This is an optimization exercise on Yosys and OpenROAD, whose aim is small area, a short achievable clock period and few clock cycles, not a production implementation. Function was not checked in any run shown here: the RTL went through the layout flow alone. Power and IR drop assume default switching activity.

## design.v

```verilog
module eclog_crc_step (
    input  wire [15:0] crc_in,
    input  wire [7:0]  data,
    output wire [15:0] crc_out
);
    wire [7:0] x  = crc_in[15:8] ^ data;
    wire [7:0] xs = x ^ {4'b0000, x[7:4]};
    assign crc_out = {crc_in[7:0], 8'h00} ^ {xs[3:0], 12'h000} ^ {3'b000, xs, 5'b00000} ^ {8'h00, xs};
endmodule
module eclog_core (
    input  wire        clk,
    input  wire        rst,
    input  wire        in_valid,
    input  wire [7:0]  in_data,
    output reg         in_ready,
    output reg         out_valid,
    output reg  [7:0]  out_data,
    input  wire        out_ready,
    output reg         mem_req,
    output reg         mem_we,
    output reg  [10:0] mem_addr,
    output reg  [7:0]  mem_wdata,
    input  wire        mem_ready,
    input  wire [7:0]  mem_rdata
);
    localparam [7:0] NL = 8'h0A;
    localparam [6:0] P_BOOT  = 7'd0;
    localparam [6:0] P_ENTRY = 7'd6;
    localparam [6:0] P_ADDR  = 7'd17;
    localparam [6:0] P_NOENT = 7'd37;
    localparam [6:0] P_INV   = 7'd65;
    localparam [6:0] P_FULL  = 7'd80;
    reg         e_msg;         
    reg         e_pay;         
    reg         e_hex;         
    reg         e_sel;         
    reg  [6:0]  ptr;
    reg  [5:0]  oslot;         
    reg  [5:0]  scan_slot;     
    reg         scan_done;     
    reg  [1:0]  sph;           
    reg  [15:0] crc;
    reg         wr_erase;
    reg         wr_probe;      
    reg  [5:0]  cursor;
    reg         boot;          
    reg  [3:0]  lst;           
    reg         e_msg_n, e_pay_n, e_hex_n, e_sel_n;
    reg  [6:0]  ptr_n;
    reg  [5:0]  oslot_n;
    reg  [5:0]  scan_slot_n;
    reg         scan_done_n;
    reg  [1:0]  sph_n;
    reg  [15:0] crc_n;
    reg         wr_erase_n, wr_probe_n;
    reg  [5:0]  cursor_n;
    reg         boot_n;
    reg  [3:0]  lst_n;
    reg         out_valid_n;
    reg  [7:0]  out_data_n;
    reg         mem_we_n;
    reg  [10:0] mem_addr_n;
    reg  [7:0]  mem_wdata_n;
    reg  [7:0]  rom_char;
    localparam integer ROM_LEN = 97;
    localparam [5*ROM_LEN-1:0] ROM_CODES = 485'b00000010000110001100101010011000011001110111101100000111000110010011111001010010101110000001000101001010110000011100100100011001000100101100000011011001110110100000001000001000111010101011110011000011100110010101001100101010001110001010001100111011110110000011001000100101100000011011000011011111110111000010110001110001100111001100101100100010000100000010001111001100100111101101001011110000011010100001110001110011001010100011100010100011001110111111011000000101010100011110111100010;
    wire [4:0]  rom_code = ROM_CODES[5*ptr +: 5];
    always @* begin
        case (rom_code)
            5'd0: rom_char = 8'h0A;
            5'd2: rom_char = 8'h42;
            5'd3: rom_char = 8'h20;
            5'd8: rom_char = 8'h21;
            5'd10: rom_char = 8'h2E;
            5'd11: rom_char = 8'h30;
            5'd17: rom_char = 8'h3A;
            5'd23: rom_char = 8'h45;
            5'd24: rom_char = 8'h58;
            5'd26: rom_char = 8'h49;
            5'd27: rom_char = 8'h4C;
            5'd28: rom_char = 8'h4D;
            5'd29: rom_char = 8'h4E;
            default: rom_char = {3'b011, rom_code};
        endcase
    end
    reg  [1:0]  rom_next;      
    always @* begin
        case (ptr)
            7'd5, 7'd64, 7'd79, 7'd96: rom_next = 2'd1;
            7'd16:                      rom_next = 2'd2;
            7'd36:                      rom_next = 2'd3;
            default:                    rom_next = 2'd0;
        endcase
    end
    wire [15:0] crc_next;
    eclog_crc_step u_crc (
        .crc_in (crc),
        .data   (mem_rdata),
        .crc_out(crc_next)
    );
    wire [2:0]  fidx = mem_addr[2:0] + 3'd1;
    reg  [7:0]  frame_byte;
    always @* begin
        if (wr_probe)
            case (fidx)
                3'd0: frame_byte = "p";
                3'd1: frame_byte = "r";
                3'd2: frame_byte = "o";
                3'd3: frame_byte = "b";
                3'd4: frame_byte = "e";
                3'd5: frame_byte = 8'h00;
                3'd6: frame_byte = 8'h9E;
                default: frame_byte = 8'h61;
            endcase
        else
            case (fidx)
                3'd0: frame_byte = "B";
                3'd1: frame_byte = "o";
                3'd2: frame_byte = "o";
                3'd3: frame_byte = "t";
                3'd4: frame_byte = 8'h00;
                3'd5: frame_byte = 8'hBA;
                default: frame_byte = 8'h1C;
            endcase
    end
    wire wr_last = wr_erase ? (mem_addr[10:6] == 5'd31)
                            : (mem_addr[2:0] == {2'b11, wr_probe});
    localparam [3:0] L_EMPTY = 4'd0;
    localparam [3:0] L_ERASE = 4'd5;
    localparam [3:0] L_WRITE = 4'd10;
    localparam [3:0] L_READ  = 4'd14;
    localparam [3:0] L_BAD   = 4'd15;
    localparam [8*16-1:0] L_EXP = {8'h00, 8'h00, "dae", 8'h00, "etir", 8'h00, "esar", 8'h00};
    wire [7:0]  l_exp = L_EXP[8*lst +: 8];
    reg  [3:0]  lst_adv;
    always @* begin
        if (lst == L_EMPTY)
            lst_adv = (in_data == "e") ? 4'd1 :
                      (in_data == "w") ? 4'd6 :
                      (in_data == "r") ? 4'd11 : L_BAD;
        else if (lst == L_ERASE || lst == L_WRITE || lst == L_READ || lst == L_BAD
                 || in_data != l_exp)
            lst_adv = L_BAD;
        else
            lst_adv = lst + 4'd1;
    end
    reg  [3:0] hex_nib;
    always @* begin
        case (ptr[1:0])
            2'd3:    hex_nib = {1'b0, oslot[4:2]};
            2'd2:    hex_nib = {oslot[1:0], 2'b00};
            default: hex_nib = 4'd0;
        endcase
    end
    wire [7:0] hex_char = (ptr[1:0] == 2'd0) ? NL :
                          (hex_nib < 4'd10) ? (8'h30 + {4'h0, hex_nib})
                                            : (8'h37 + {4'h0, hex_nib});
    wire [1:0] hex_first = (oslot[4:2] != 3'd0) ? 2'd3 :
                           (oslot[1:0] != 2'd0) ? 2'd2 : 2'd1;
    wire can_emit = !out_valid || out_ready;
    wire take     = in_valid && in_ready;
    wire is_nl    = (in_data == NL);
    wire rd_zero  = (mem_rdata == 8'h00);
    wire scan_use = !mem_we && !e_pay && !scan_done;
    always @* begin
        e_msg_n     = e_msg;
        e_pay_n     = e_pay;
        e_hex_n     = e_hex;
        e_sel_n     = e_sel;
        ptr_n       = ptr;
        oslot_n     = oslot;
        scan_slot_n = scan_slot;
        scan_done_n = scan_done;
        sph_n       = sph;
        crc_n       = crc;
        wr_erase_n  = wr_erase;
        wr_probe_n  = wr_probe;
        cursor_n    = cursor;
        boot_n      = boot;
        lst_n       = lst;
        out_valid_n = out_valid;
        out_data_n  = out_data;
        mem_we_n    = mem_we;
        mem_addr_n  = mem_addr;
        mem_wdata_n = mem_wdata;
        if (out_valid && out_ready)
            out_valid_n = 1'b0;
        if (!scan_use) begin
            sph_n = 2'd0;
            crc_n = 16'hFFFF;
        end else if (mem_ready) begin
            case (sph)
                2'd0: begin
                    crc_n = crc_next;
                    mem_addr_n[5:0] = mem_addr[5:0] + 6'd1;
                    if (rd_zero) begin
                        if (mem_addr[5:0] == 6'd0) scan_done_n = 1'b1;
                        else                       sph_n = 2'd1;
                    end else if (mem_addr[5:0] == 6'd60) begin
                        scan_done_n = 1'b1;
                    end
                end
                2'd1: begin
                    mem_addr_n[5:0] = mem_addr[5:0] + 6'd1;
                    if (mem_rdata == crc[15:8]) sph_n = 2'd2;
                    else                        scan_done_n = 1'b1;
                end
                default: begin
                    if (mem_rdata == crc[7:0]) begin
                        scan_slot_n = scan_slot + 6'd1;
                        scan_done_n = (scan_slot == 6'd31);
                        mem_addr_n  = {scan_slot[4:0] + 5'd1, 6'd0};
                        sph_n       = 2'd0;
                        crc_n       = 16'hFFFF;
                    end else begin
                        scan_done_n = 1'b1;
                    end
                end
            endcase
        end
        if (boot && scan_done) begin
            boot_n   = 1'b0;
            mem_we_n = 1'b1;
            if (scan_slot[5]) begin
                wr_erase_n  = 1'b1;
                mem_wdata_n = 8'h00;
                mem_addr_n  = 11'd0;
                cursor_n    = 6'd0;
                scan_slot_n = 6'd0;
                scan_done_n = 1'b1;
            end else begin
                wr_erase_n  = 1'b0;
                wr_probe_n  = 1'b0;
                mem_wdata_n = "B";
                mem_addr_n  = {scan_slot[4:0], 6'd0};
                cursor_n    = scan_slot;
                scan_slot_n = scan_slot + 6'd1;
                scan_done_n = (scan_slot == 6'd31);
                e_msg_n     = 1'b1;
                ptr_n       = P_BOOT;
            end
        end
        if (mem_we && mem_ready) begin
            if (wr_erase) begin
                mem_addr_n[10:6] = mem_addr[10:6] + 5'd1;
            end else begin
                mem_addr_n[2:0] = fidx;
                mem_wdata_n     = frame_byte;
            end
            if (wr_last) begin
                mem_we_n   = 1'b0;
                mem_addr_n = {scan_slot[4:0], 6'd0};    
                if (!wr_erase) cursor_n = cursor + 6'd1;
            end
        end
        if (take) begin
            out_valid_n = 1'b1;              
            out_data_n  = in_data;
            if (is_nl) begin
                lst_n = L_EMPTY;
                case (lst)
                    L_EMPTY: ;
                    L_ERASE: begin
                        mem_we_n    = 1'b1;
                        wr_erase_n  = 1'b1;
                        mem_wdata_n = 8'h00;
                        mem_addr_n  = 11'd0;
                        cursor_n    = 6'd0;
                        scan_slot_n = 6'd0;
                        scan_done_n = 1'b1;
                    end
                    L_WRITE: begin
                        if (cursor[5]) begin
                            e_msg_n = 1'b1;
                            ptr_n   = P_FULL;
                        end else begin
                            mem_we_n    = 1'b1;
                            wr_erase_n  = 1'b0;
                            wr_probe_n  = 1'b1;
                            mem_wdata_n = "p";
                            mem_addr_n  = {cursor[4:0], 6'd0};
                            if (cursor == scan_slot) begin
                                scan_slot_n = scan_slot + 6'd1;
                                scan_done_n = (scan_slot == 6'd31);
                            end
                        end
                    end
                    L_READ: begin
                        e_sel_n = 1'b1;
                        oslot_n = 6'd0;
                    end
                    default: begin
                        e_msg_n = 1'b1;
                        ptr_n   = P_INV;
                    end
                endcase
            end else begin
                lst_n = lst_adv;
            end
        end
        if (can_emit) begin
            if (e_msg) begin
                out_valid_n = 1'b1;
                out_data_n  = rom_char;
                ptr_n       = ptr + 7'd1;
                case (rom_next)
                    2'd1: e_msg_n = 1'b0;
                    2'd2: begin
                        e_msg_n    = 1'b0;
                        e_pay_n    = 1'b1;
                        mem_addr_n = {oslot[4:0], 6'd0};
                    end
                    2'd3: begin
                        e_msg_n = 1'b0;
                        e_hex_n = 1'b1;
                        ptr_n   = {5'd0, hex_first};
                    end
                    default: ;
                endcase
            end
            if (e_pay && mem_ready) begin
                out_valid_n = 1'b1;
                if (rd_zero) begin
                    out_data_n = ".";
                    ptr_n      = P_ADDR + 7'd1;
                    e_pay_n    = 1'b0;
                    e_msg_n    = 1'b1;
                    mem_addr_n = {scan_slot[4:0], 6'd0};    
                end else begin
                    out_data_n      = mem_rdata;
                    mem_addr_n[5:0] = mem_addr[5:0] + 6'd1;
                end
            end
            if (e_hex) begin
                out_valid_n   = 1'b1;
                out_data_n    = hex_char;
                ptr_n[1:0]    = ptr[1:0] - 2'd1;
                if (ptr[1:0] == 2'd0) begin
                    oslot_n = oslot + 6'd1;
                    e_hex_n = 1'b0;
                    e_sel_n = 1'b1;
                end
            end
            if (e_sel) begin
                if (oslot != scan_slot) begin     
                    out_valid_n = 1'b1;
                    out_data_n  = "L";
                    ptr_n       = P_ENTRY + 7'd1;
                    e_sel_n     = 1'b0;
                    e_msg_n     = 1'b1;
                end else if (scan_done) begin
                    out_valid_n = 1'b1;
                    out_data_n  = "N";
                    ptr_n       = P_NOENT + 7'd1;
                    e_sel_n     = 1'b0;
                    e_msg_n     = 1'b1;
                end
            end
        end
    end
    always @(posedge clk) begin
        if (rst) begin
            e_msg     <= 1'b0;
            e_pay     <= 1'b0;
            e_hex     <= 1'b0;
            e_sel     <= 1'b0;
            ptr       <= 7'd0;
            oslot     <= 6'd0;
            scan_slot <= 6'd0;
            scan_done <= 1'b0;
            sph       <= 2'd0;
            crc       <= 16'hFFFF;
            wr_erase  <= 1'b0;
            wr_probe  <= 1'b0;
            cursor    <= 6'd0;
            boot      <= 1'b1;
            lst       <= L_EMPTY;
            out_valid <= 1'b0;
            out_data  <= 8'h00;
            mem_we    <= 1'b0;
            mem_addr  <= 11'd0;
            mem_wdata <= 8'h00;
            in_ready  <= 1'b0;
            mem_req   <= 1'b1;
        end else begin
            e_msg     <= e_msg_n;
            e_pay     <= e_pay_n;
            e_hex     <= e_hex_n;
            e_sel     <= e_sel_n;
            ptr       <= ptr_n;
            oslot     <= oslot_n;
            scan_slot <= scan_slot_n;
            scan_done <= scan_done_n;
            sph       <= sph_n;
            crc       <= crc_n;
            wr_erase  <= wr_erase_n;
            wr_probe  <= wr_probe_n;
            cursor    <= cursor_n;
            boot      <= boot_n;
            lst       <= lst_n;
            out_valid <= out_valid_n;
            out_data  <= out_data_n;
            mem_we    <= mem_we_n;
            mem_addr  <= mem_addr_n;
            mem_wdata <= mem_wdata_n;
            in_ready  <= !boot_n && !(e_msg_n || e_pay_n || e_hex_n || e_sel_n)
                         && !mem_we_n && !out_valid_n;
            mem_req   <= mem_we_n || e_pay_n || !scan_done_n;
        end
    end
endmodule
```

## run.sh

```bash
#!/bin/bash
# synth_recipe.tcl (not shown) runs the flow's synth.tcl, then flattens the netlist and writes it again
# the make line also repeats each setting of config.mk as NAME=value (left out here)
make -C /OpenROAD-flow-scripts/flow DESIGN_CONFIG=/design/flow/config.mk WORK_HOME=/design/flow/orfs CLKGATE_MAP_FILE= SYNTH_SCRIPT=/design/flow/synth_recipe.tcl finish
```

## config.mk

```make
export PLATFORM = sky130hd
export DESIGN_NAME = eclog_core
export DESIGN_NICKNAME = eclog_core
export VERILOG_FILES = /design/flow/design.v
export SDC_FILE = /design/flow/constraint.sdc
export NUM_CORES = 4
export LEC_CHECK = 0
export ABC_AREA = 1
export CAP_MARGIN = 20
export CORE_MARGIN = 2
export CORE_UTILIZATION = 40
export SETUP_SLACK_MARGIN = 4.0
export SLEW_MARGIN = 20
```

## constraint.sdc

```tcl
create_clock -name core_clock -period 7.0 [get_ports {clk}]
set_input_delay 1.4000 -clock core_clock [delete_from_list [all_inputs] [get_ports {clk}]]
set_output_delay 1.4000 -clock core_clock [all_outputs]
set_load 0.01 [all_outputs]
```

==> impl_metrics.tcl, run 1 <==
set metrics [dict create \
    grt_pass1_wl_mm 42.69 \
    min_period_ns 2.911 \
    postSynthAreaPerCell_um2 6.064 \
    core-area_mm2 0.01883 \
    async_reset_ff_share_pct 0 \
    fin_crit_sh_pct 41.59 \
    intPower_w 0.001024 \
    outcome "finished clean" \
    setup_violations 0 \
    leakage_nw 4.092 \
    synth_area_mm2 0.007744 \
    seq_power_share_pct 34.9 \
    clk_latency_ns 0.35 \
    critPathCaptureType "register" \
    cts_tree "built" \
    cp_data_arrival_time_ns 3.13 \
    cts_sinks 86 \
    relSlewSlack_pct 57.60 \
    finalHoldViolCount 0 \
    ios 52 \
    power_switching_w 0.0006262 \
    num_antenna_cells 0 \
    via_per_inst 5.604 \
    grt_usage_pct 26.06 \
    nets 1405 \
    clkTransAtPathRegs_ns 0.07 \
    die-height_um 143.1 \
    clock-root-buffer "clkbuf_16" \
    drtAntennaViolNets 0 \
    worst_pin_slew_ns 0.6337 \
    ir_drop_mv 0.1146 \
    yosysWarningCount 1 \
    numCtsBuffers 9 \
    first_pass_iters 6 \
    powerDensity_mw_per_mm2 175.9 \
    fmax_mhz 343.5 \
    final_cell_mix "269 x nand2_1, 142 x inv_1, 110 x nor2_1" \
    start_util_pct 41.12 \
    finClkSkew_ns 0.009118 \
    worst-path-max-fanout 7 \
    syn_inst 1277 \
    syn-num-nets 1330 \
    wl_mm 26.75 \
    fp-row-count 50 \
    synth_edf_count 0 \
    area_growth_pct 21.12 \
    min_path_type "register to register" \
    synth_seq_area_share_pct 22.23 \
    grt_max_degree 38 \
    antenna_found_initial 0 \
    gr-total-overflow 0 \
    place.gp.congestion 0.9355 \
    rsz0062_at_grt "true" \
    maxCapViolCount 0 \
    drt-wirelength-per-cell_um 16.54 \
    synth_flop_cell "dfxtp_1" \
    vias 9062 \
    combPwrFrac_pct 34.8 \
    drt-initial-drc-count 848 \
    critPathLaunchType "primary input" \
    cp.required_ns 7.22 \
    post-route-drc-count 0 \
    final_common_cell "nand2_1" \
    fp.dieArea_mm2 0.02049 \
    hold_ws_ns 0.4809 \
    detailed_place_hpwl_mm 19.30 \
    worstSetupPathType "primary input to register" \
    slew_violations 0 \
    cts.path.max_buffers 2 \
    yosysUniqueCellTypes 55 \
    io_buffers 51 \
    fillers 1946 \
    swShare_pct 37.95 \
    fin_setup_tns_ns 0 \
    htreeDepth 3 \
    drive_gt1_share_pct 16.58 \
    first_global_vias 8206 \
    clkPwrFrac_pct 30.3 \
    synth_seq_cells 86 \
    fp.dieW_um 143.1 \
]
[registers in the layout, summed over array words and instances (netlist names), 2 cells and up]
signal,cells
mem_wdata,8
mem_addr,11
cursor,6
scan_slot,6
crc,16
out_data,8
sph,2
ptr,7
oslot,6
lst,4
[cell families after synthesis]
kind of cell / synth area share, %
AOI/OAI and AO/OA: 23.65
muxes: 0.1293
xor gates and xnor gates: 3.393
DFF: 22.23
and+or+nand+nor: 33.70
buffers and inverters: 11.71
adders and majority gates: 5.170
[synthesized netlist by cell type, types with 19 or more instances]
library cell  number  area (um^2)
nor3_1            21        105.1
o22ai_1           19        118.9
nand2_1          284         1066
dfxtp_1           86         1722
clkbuf_1          29        108.9
nor2_1           125        469.2
xor2_1            26        227.7
ha_1              32        400.4
nand3_1           99        495.5
o21ai_0          103        515.5
inv_1            163        611.8
a21oi_1           96        480.5
nand4_1           19        118.9
[through the flow]
step | cells | util [%] | cell area, um^2 | worst slack, ns | total power (W)
2_1_floorplan | 1277 | - | 7749 | 4.018 | 0.0009569
3_3_place_gp | 1551 | 44.60 | 8399 | 2.943 | 0.001105
3_5_place_dp | 1551 | 44.60 | 8399 | 2.808 | 0.001104
4_1_cts | 1602 | 48.42 | 9117 | 3.954 | 0.001623
5_1_grt | 1617 | 49.81 | 9379 | 3.926 | 0.001746
6_report | 1617 | 49.81 | 9379 | 4.089 | 0.001650
[what timing repair did]
action | CTS | global route
hold buffers | 0 | 0
setup buffers | 33 | 14
endpoints found under the setup margin | 75 | 38
pin swaps | 17 | 30
cloned | 2 | 1
gates resized for setup | 97 | 91
[metal layers]
layer | up-vias | track usage (%) | share of wire, %
met4 | 0 | 7.921 | 2.0
met2 | 434 | 39.18 | 44
met3 | 48 | 4.594 | 9.8
met5 | - | 0 | 0
li1 | 4463 | - | -
met1 | 4117 | 37.71 | 45
[power by group through the flow]
| stage | Sequential [W] | Combinational (W) | Clock (W) |
|---|---|---|---|
| final | 0.000577 | 0.000574 | 0.000500 |
| after global routing | 0.000582 | 0.000642 | 0.000522 |
| after CTS | 0.000574 | 0.000545 | 0.000504 |
| after detailed placement | 0.000585 | 0.000519 | 0 |
| after global placement | 0.000585 | 0.000520 | 0 |
| after floorplan | 0.000574 | 0.000383 | 0 |
[path summary, 6_finish.rpt]
path | start | to | slack, ns | cells past startpoint
worst min register to register | crc[10]$_SDFFE_PP1P_ | crc[10]$_SDFFE_PP1P_ | 0.48 | 2
worst max register to register | ptr[0]$_SDFF_PP0_ | out_data[6]$_SDFF_PP0_ | 4.15 | 20
worst max-delay path | mem_rdata[0] | mem_addr[7]$_SDFF_PP0_ | 4.09 | 14
worst min-delay path | crc[10]$_SDFFE_PP1P_ | crc[10]$_SDFFE_PP1P_ | 0.48 | 2
[worst max-delay path, cell delays in order]
cell     delay (ns)
buf_2          0.13
xor2_2         0.15
a21oi_2        0.15
nand3_2        0.15
inv_2          0.12
nand3_4        0.13
nand2_2        0.11
o21ai_2        0.06
o21ai_2        0.18
a21oi_2        0.09
o21ai_1        0.14
nor2_1         0.07
o21ai_1        0.16
a21oi_1        0.08
[area by class of cell]
cell class	count	area (um^2)	share of cell area (%)
Sequential cell	86	1735	18.50
Inverter	180	716.9	7.644
Clock inverter	6	67.56	0.7204
Timing Repair Buffer	103	859.6	9.165
Tap cell	260	325.3	3.469
Multi-Input combinational cell	970	5433	57.92
Clock buffer	10	229.0	2.441
Timing Repair inverter	2	12.51	0.1334
==> run 2, diff against run 1 <==
--- a/config.mk
+++ b/config.mk
@@ -11,3 +11,3 @@
 export CORE_UTILIZATION = 40
-export SETUP_SLACK_MARGIN = 4.0
+export SETUP_SLACK_MARGIN = 4.3
 export SLEW_MARGIN = 20
==> run 2 against run 1 <==
Combinational power grew 22%. Via count grew 6.5%. Maximum frequency grew 0.99%. Sequential cell count is the same. Synthesized cell count is the same. Critical path depth grew 3. Clock skew grew 0.0010 ns. First-iteration DRC count shrank 0.47%. Final cell count grew 4.2%. Non-clock buffer count grew 69. Die area is the same. Utilization grew 7.8 points. Largest power group is now combinational logic.
==> impl_metrics.tcl, run 2 <==
set metrics [dict create \
    outcome "finished clean" \
    cts_tree "built" \
    max_stage_delay_ns 0.25 \
    synth_edf_count 0 \
    grt_usage_pct 26.38 \
    syn_inst 1277 \
    relSlewSlack_pct 47.53 \
    cp_data_arrival_time_ns 3.17 \
    finalHoldViolCount 0 \
    first_global_vias 8443 \
    first_pass_iters 6 \
    min_period_ns 2.883 \
    rrSetupSlack_ns 4.28 \
    path_buf_inv 2 \
    synth_seq_cells 86 \
    worst_pin_slew_ns 0.7842 \
    start_util_pct 41.12 \
    leakage_nw 4.769 \
    post-route-drc-count 0 \
    maxCapViolCount 0 \
    numCtsBuffers 9 \
    worst-path-max-fanout 4 \
    drtAntennaViolNets 0 \
    synth_flop_cell "dfxtp_1" \
    largestRegisters "crc (16), mem_addr (11)" \
    clkTransAtPathRegs_ns 0.07 \
    drive_gt1_share_pct 29.82 \
    reg2reg_from "ptr[1]$_SDFF_PP0_" \
    regMostFlops "crc" \
    slowest_stage "nor3_4" \
    min_path_type "register to register" \
    final_common_cell "nand2_1" \
    critical_path_depth 17 \
    nets 1473 \
    critPathCaptureType "register" \
    ios 52 \
    final_cell_mix "242 x nand2_1, 131 x inv_1, 93 x buf_4" \
    rsz0062_at_grt "true" \
    clk_latency_ns 0.36 \
    powerDensity_mw_per_mm2 165.4 \
    slew_violations 0 \
    htreeDepth 3 \
    num_antenna_cells 0 \
    fp.dieW_um 143.1 \
    cts.path.max_buffers 2 \
    via_per_inst 5.727 \
    fp.dieArea_mm2 0.02049 \
    detailed_place_hpwl_mm 19.20 \
    yosysUniqueCellTypes 55 \
    fmax_mhz 346.9 \
    synth_common_cells "284 x nand2_1, 163 x inv_1, 125 x nor2_1" \
    wl_mm 29.02 \
    setup_violations 0 \
    fin_setup_tns_ns 0 \
    largest_reg_flops 16 \
    drt-initial-drc-count 844 \
    synth_area_mm2 0.007744 \
    die-height_um 143.1 \
    yosys-top-cells-area "dfxtp_1 22%, nand2_1 14%, inv_1 7.9%" \
    cts_sinks 86 \
    hold_ws_ns 0.4792 \
    async_reset_ff_share_pct 0 \
    vias 9650 \
    core-area_mm2 0.01883 \
    synth_seq_area_share_pct 22.23 \
    fin_util_pct 57.61 \
    worstSetupPathType "primary input to register" \
    grt_pass1_wl_mm 43.62 \
    drt-wirelength-per-cell_um 17.22 \
    io_buffers 51 \
    syn-num-nets 1330 \
    critPathLaunchType "primary input" \
    synth.most_common_cell "nand2_1" \
    ff2ff_path_depth 18 \
    critPathLaunch "mem_rdata[7]" \
    finClkSkew_ns 0.01012 \
    place.gp.congestion 0.9554 \
    antenna_found_initial 0 \
    fp-row-count 50 \
    ir_drop_mv 0.1280 \
    yosysWarningCount 1 \
    gr-total-overflow 0 \
    reg2reg_to "out_data[6]$_SDFF_PP0_" \
    area_growth_pct 40.09 \
    yosysTopAreaCell "dfxtp_1" \
    path_common_cell "nand2_1" \
    postSynthAreaPerCell_um2 6.064 \
    yosysTopAreaCellShare_pct 22.23 \
    grt_max_degree 38 \
    clock-root-buffer "clkbuf_16" \
    cp_top_family "simple AND/OR/NAND/NOR gates" \
    fin_crit_sh_pct 41.18 \
    crit_end "mem_addr[9]$_SDFF_PP0_" \
    cp_cell_sequence "buf_8, xnor2_2, nand2_1, nor2_2, nand3_2, buf_4, nor3_4, nor2_2, nand2_2, nand3_2, a21oi_2, o21ai_1, nand2_1, nand2_1, o21ai_1, nand2_1, a21oi_2" \
    cp.required_ns 7.29 \
]
[run 2: power by group]
group	switching [W]	leakage, nW	total, W	internal (W)
Combinational	0.000410	3.92	0.000703	0.000293
Sequential	0.0000552	0.709	0.000583	0.000528
Clock	0.000227	0.143	0.000508	0.000281
Total	0.000692	4.77	0.00179	0.00110
[run 2: worst min-delay path by stage]
stage / startpoint / to / cells after the start
2_1_floorplan: crc[12]$_SDFFE_PP1P_ / crc[12]$_SDFFE_PP1P_ / 2
3_3_place_gp: crc[11]$_SDFFE_PP1P_ / crc[11]$_SDFFE_PP1P_ / 2
3_5_place_dp: crc[13]$_SDFFE_PP1P_ / crc[13]$_SDFFE_PP1P_ / 2
4_1_cts: crc[10]$_SDFFE_PP1P_ / crc[10]$_SDFFE_PP1P_ / 2
5_1_grt: crc[11]$_SDFFE_PP1P_ / crc[11]$_SDFFE_PP1P_ / 2
6_report: crc[10]$_SDFFE_PP1P_ / crc[10]$_SDFFE_PP1P_ / 2
[run 2: area by class of cell]
class / instances / area (um^2)
Fill cell: 1759 / 7983
Multi-Input combinational cell: 970 / 6053
Timing Repair inverter: 1 / 7.507
Clock inverter: 7 / 80.08
Clock buffer: 9 / 225.2
Inverter: 180 / 763.2
Tap cell: 260 / 325.3
Sequential cell: 86 / 1762
Timing Repair Buffer: 172 / 1632
[run 2: what timing repair did]
item	4_1_cts	5_1_grt
endpoints found under the setup margin	97	65
hold buffers	0	0
pin swaps	48	98
cloned	2	3
gates resized for setup	220	204
buffers inserted	66	46
[run 2: kinds of logic (layout without fill, tap and decap cells)]
logic type	count (synthesis)	count (layout)	synth area share, %
AO/OA/AOI/OAI	309	309	23.65
XOR/XNOR	30	30	3.393
adder cells (fa/ha/maj)	32	32	5.170
buffers and inverters	222	369	11.71
flip-flops	86	86	22.23
multiplexers	1	1	0.1293
AND/OR/NAND/NOR	597	598	33.70
[run 2: worst min-delay path, delay by kind of cell (launching register included)]
family | cells | cell delay, ns
DFF | 1 | 0.32
and+or+nand+nor | 2 | 0.11
[run 2: per-stage QoR]
stage          instances  setup WS, ns  power [W]  area [um^2]
2_1_floorplan       1277         4.120  0.0009705         7865
3_3_place_gp        1552         3.010   0.001116         8516
3_5_place_dp        1552         2.927   0.001116         8516
4_1_cts             1636         4.223   0.001674         9693
5_1_grt             1685         3.987   0.001889        10850
6_report            1685         4.117   0.001795        10850
[run 2: per-layer routing]
metal	routed length (um)	vias to the layer above	share of wire [%]	GRT usage, %
li1	-	4587	-	-
met1	12410	4438	43	37.41
met2	13220	543	46	41.73
met3	2659	82	9.2	3.856
met4	735	0	2.5	7.035
met5	0	-	0	0
==> run 3, diff against run 2 <==
--- a/config.mk
+++ b/config.mk
@@ -7,3 +7,3 @@
 export LEC_CHECK = 0
-export ABC_AREA = 1
+export ABC_AREA = 0
 export CAP_MARGIN = 20
==> run 3 against run 2 <==
Sequential share of layout area is 0.69 points higher. Critical path depth is 8 lower. Final area is 4.0% lower. First-iteration DRC count is 11% lower. Combinational power is 55% lower. Synthesized area is 1.4% lower. Final cell count is 17% lower. Via count is 9.0% lower. Wire length is 1.9% lower. Synthesized cell count is 18% lower. Die area is 1.4% lower. Utilization is 1.9 points lower.
==> impl_metrics.tcl, run 3 <==
set metrics [dict create \
    gr-total-overflow 0 \
    synth_seq_cells 86 \
    relSlewSlack_pct 43.86 \
    regArea_mm2 0.001764 \
    grt_usage_pct 27.09 \
    die-height_um 142.2 \
    finClkSkew_ns 0.01198 \
    place_area_mm2 0.008290 \
    clkPwrFrac_pct 36.8 \
    first_global_vias 7852 \
    placedCellCount 1271 \
    dr.max_layer_used "met4" \
    critical_path_depth 9 \
    path_buf_inv 1 \
    synth.most_common_cell "nand2_1" \
    cts_sinks 86 \
    synth_edf_count 0 \
    leakage_nw 4.019 \
    clock-root-buffer "clkbuf_16" \
    yosysWarningCount 1 \
    ios 52 \
    grt_pass1_wl_mm 43.39 \
    clkTransAtPathRegs_ns 0.07 \
    p_total_w 0.001378 \
    syn-num-nets 1100 \
    antenna_found_initial 0 \
    synth_seq_area_share_pct 22.55 \
    slowest_stage "mux4_2" \
    nets 1208 \
    yosysUniqueCellTypes 89 \
    slew_violations 0 \
    hold_buffers 0 \
    cp.required_ns 7.28 \
    drt-wirelength-per-cell_um 20.45 \
    fp.dieW_um 142.2 \
    yosysTopAreaCell "dfxtp_1" \
    fin_setup_tns_ns 0 \
    drt-initial-drc-count 747 \
    whs_path_depth 2 \
    yosys-top-cells-area "dfxtp_1 23%, nand2_1 5.4%, a21oi_1 5.4%" \
    power_switching_w 0.0004152 \
    critPathCaptureType "register" \
    largestRegisters "crc (16), mem_addr (11)" \
    finalHoldViolCount 0 \
    clk_latency_ns 0.36 \
    core-area_mm2 0.01871 \
    numCtsBuffers 9 \
    fp.dieArea_mm2 0.02021 \
    io_buffers 51 \
    vias 8780 \
    largest_reg_flops 16 \
    synth_area_mm2 0.007635 \
    min_path_type "register to register" \
    synth_flop_cell "dfxtp_1" \
    worstSetupPathType "register to register" \
    seq_power_share_pct 40.0 \
    wl_met3_mm 2.428 \
    syn_inst 1047 \
    final_common_cell "nand2_1" \
    start_util_pct 40.82 \
    async_reset_ff_share_pct 0 \
    intPower_w 0.0009632 \
    cts_tree "built" \
    drtAntennaViolNets 0 \
    postSynthAreaPerCell_um2 7.292 \
    place.gp.congestion 0.9364 \
    fillers 1698 \
    synth_common_cells "110 x nand2_1, 106 x nor2_1, 86 x dfxtp_1" \
    final_cell_mix "101 x nand2_1, 96 x nor2_1, 78 x buf_4" \
    ir_drop_mv 0.1301 \
    dr_wl_met2_mm 12.97 \
    fin_crit_sh_pct 42.13 \
    outcome "finished clean" \
    fmax_mhz 339.1 \
    combPwrFrac_pct 23.2 \
    cp_cell_sequence "clkinvlp_4, ha_4, mux4_2, a2111oi_4, o32ai_4, a311oi_1, a21boi_2, o221ai_2, a221oi_2" \
    max_stage_delay_ns 0.48 \
    maxCapViolCount 0 \
    post-route-drc-count 0 \
    first_pass_iters 6 \
    wl_mm 28.48 \
    detailed_place_hpwl_mm 18.29 \
    yosysTopAreaCellShare_pct 22.55 \
    final_area_mm2 0.01042 \
    cp_data_arrival_time_ns 3.23 \
    rsz0062_at_grt "true" \
    worst-path-max-fanout 6 \
    via_per_inst 6.303 \
    setup_violations 0 \
    fp-row-count 50 \
    ff2ff_path_depth 9 \
    multi_input_area_mm2 0.006349 \
    drive_gt1_share_pct 27.70 \
    cts.path.max_buffers 2 \
    swShare_pct 30.12 \
    worst_pin_slew_ns 0.8389 \
    htreeDepth 3 \
    num_antenna_cells 0 \
    grt_max_degree 48 \
    final-instance-count-excl-fill 1393 \
    area_growth_pct 36.46 \
    critPathLaunchType "register" \
    min_period_ns 2.949 \
    powerDensity_mw_per_mm2 132.3 \
    cp_top_family "compound AO/OA/AOI/OAI gates" \
    regMostFlops "crc" \
    met1Wirelength_mm 12.30 \
]
run 3: cell types whose count changed after synthesis, moves of 14 or more:
cell,delta
nand3_1,-47
and2_1,+14
nand2_1,-174
xnor2_1,+23
nor2_1,-19
a21oi_1,-14
inv_1,-130
mux2i_1,+22
o21ai_0,-40
nand2b_1,+21
run 3: routing by layer:
layer | up-vias | global-route usage (%)
li1 | 4076 | -
met1 | 4194 | 37.71
met2 | 433 | 41.72
met3 | 77 | 5.787
met4 | 0 | 8.737
met5 | - | 0
run 3: repair_timing:
item	CTS	global route
pin swaps	57	52
resized for setup	262	106
cloned	5	1
setup endpoints to repair	97	77
buffers inserted	63	38
run 3: cells by family (layout without fill, tap and decap cells):
kind of cell	count (synthesis)	after routing	share of synthesized area, %
AOI/OAI and AO/OA	311	314	27.27
muxes	31	31	4.785
DFF	86	86	22.55
adders and majority gates	32	32	5.244
and+or+nand+nor	424	424	27.35
buffers and inverters	103	212	5.916
xor gates and xnor gates	60	60	6.883
run 3: final timing paths:
| kind | start | end | slack (ns) |
|---|---|---|---|
| max | ptr[1]$_SDFF_PP0_ | out_data[2]$_SDFF_PP0_ | 4.05 |
| max reg2reg | ptr[1]$_SDFF_PP0_ | out_data[2]$_SDFF_PP0_ | 4.05 |
| min reg2reg | mem_wdata[3]$_SDFF_PP0_ | mem_wdata[3]$_SDFF_PP0_ | 0.48 |
| min | mem_wdata[3]$_SDFF_PP0_ | mem_wdata[3]$_SDFF_PP0_ | 0.48 |
run 3: area by class of cell:
type | count | share of cell area, %
Clock buffer | 12 | 2.462
Timing Repair Buffer | 160 | 14.99
Clock inverter | 3 | 0.4203
Sequential cell | 86 | 16.93
Tap cell | 234 | 2.810
Inverter | 37 | 1.453
Multi-Input combinational cell | 861 | 60.93
run 3: per-stage QoR:
| step | hold slack [ns] | setup slack (ns) | utilization, % |
|---|---|---|---|
| final | 0.4801 | 4.051 | 55.70 |
| after detailed placement | 0.4710 | 2.758 | 44.32 |
| after CTS | 0.4807 | 4.160 | 51.91 |
| after global placement | 0.4566 | 2.819 | 44.32 |
| after floorplan | 0.4660 | 4.024 | - |
| after global routing | 0.5102 | 4.004 | 55.70 |
run 3: power groups by stage:
stage	Combinational (W)	Clock (W)	Sequential, W
after detailed placement	0.000257	0	0.000557
final	0.000319	0.000508	0.000551
after CTS	0.000283	0.000514	0.000546
after floorplan	0.000200	0	0.000549
after global routing	0.000345	0.000533	0.000554
after global placement	0.000255	0	0.000559
run 3: worst register-to-register path: stages (launching register included):
cell	delay, ns
dfxtp_4	0.38
clkinvlp_4	0.21
ha_4	0.24
mux4_2	0.48
a2111oi_4	0.47
o32ai_4	0.22
a311oi_1	0.26
a21boi_2	0.26
o221ai_2	0.13
a221oi_2	0.22

[port drivers added, routing unchanged]
No port has a modelled driver above. Below, the same layouts with a new extraction and two added sets of constraints. Step 1 assumes that a clkbuf_16 drives the clock port and a buf_2 every other input. Step 2, shift: input delay + t, output delay - t, t = (earliest + latest rising clock arrival at the registers) / 2. This alone moves slack from input paths to output paths. a / b / c = no drivers / after step 1 / after step 2; a / b = the first two.
run | t, ns | slack for setup (ns) | worst setup path at the end | worst register clock-pin slew, ns
run 1 | 0.389 | 4.089 / 4.069 / 3.714 | input to register | 0.07 / 0.07
run 2 | 0.395 | 4.117 / 4.122 / 3.727 | input to register | 0.07 / 0.07
run 3 | 0.395 | 4.051 / 4.051 / 3.735 | input to register | 0.07 / 0.07
After both steps every run listed still meets setup and hold. For run 2, which loses most, drivers alone change the setup slack by +0.005 ns; drivers and shift together by -0.390 ns.
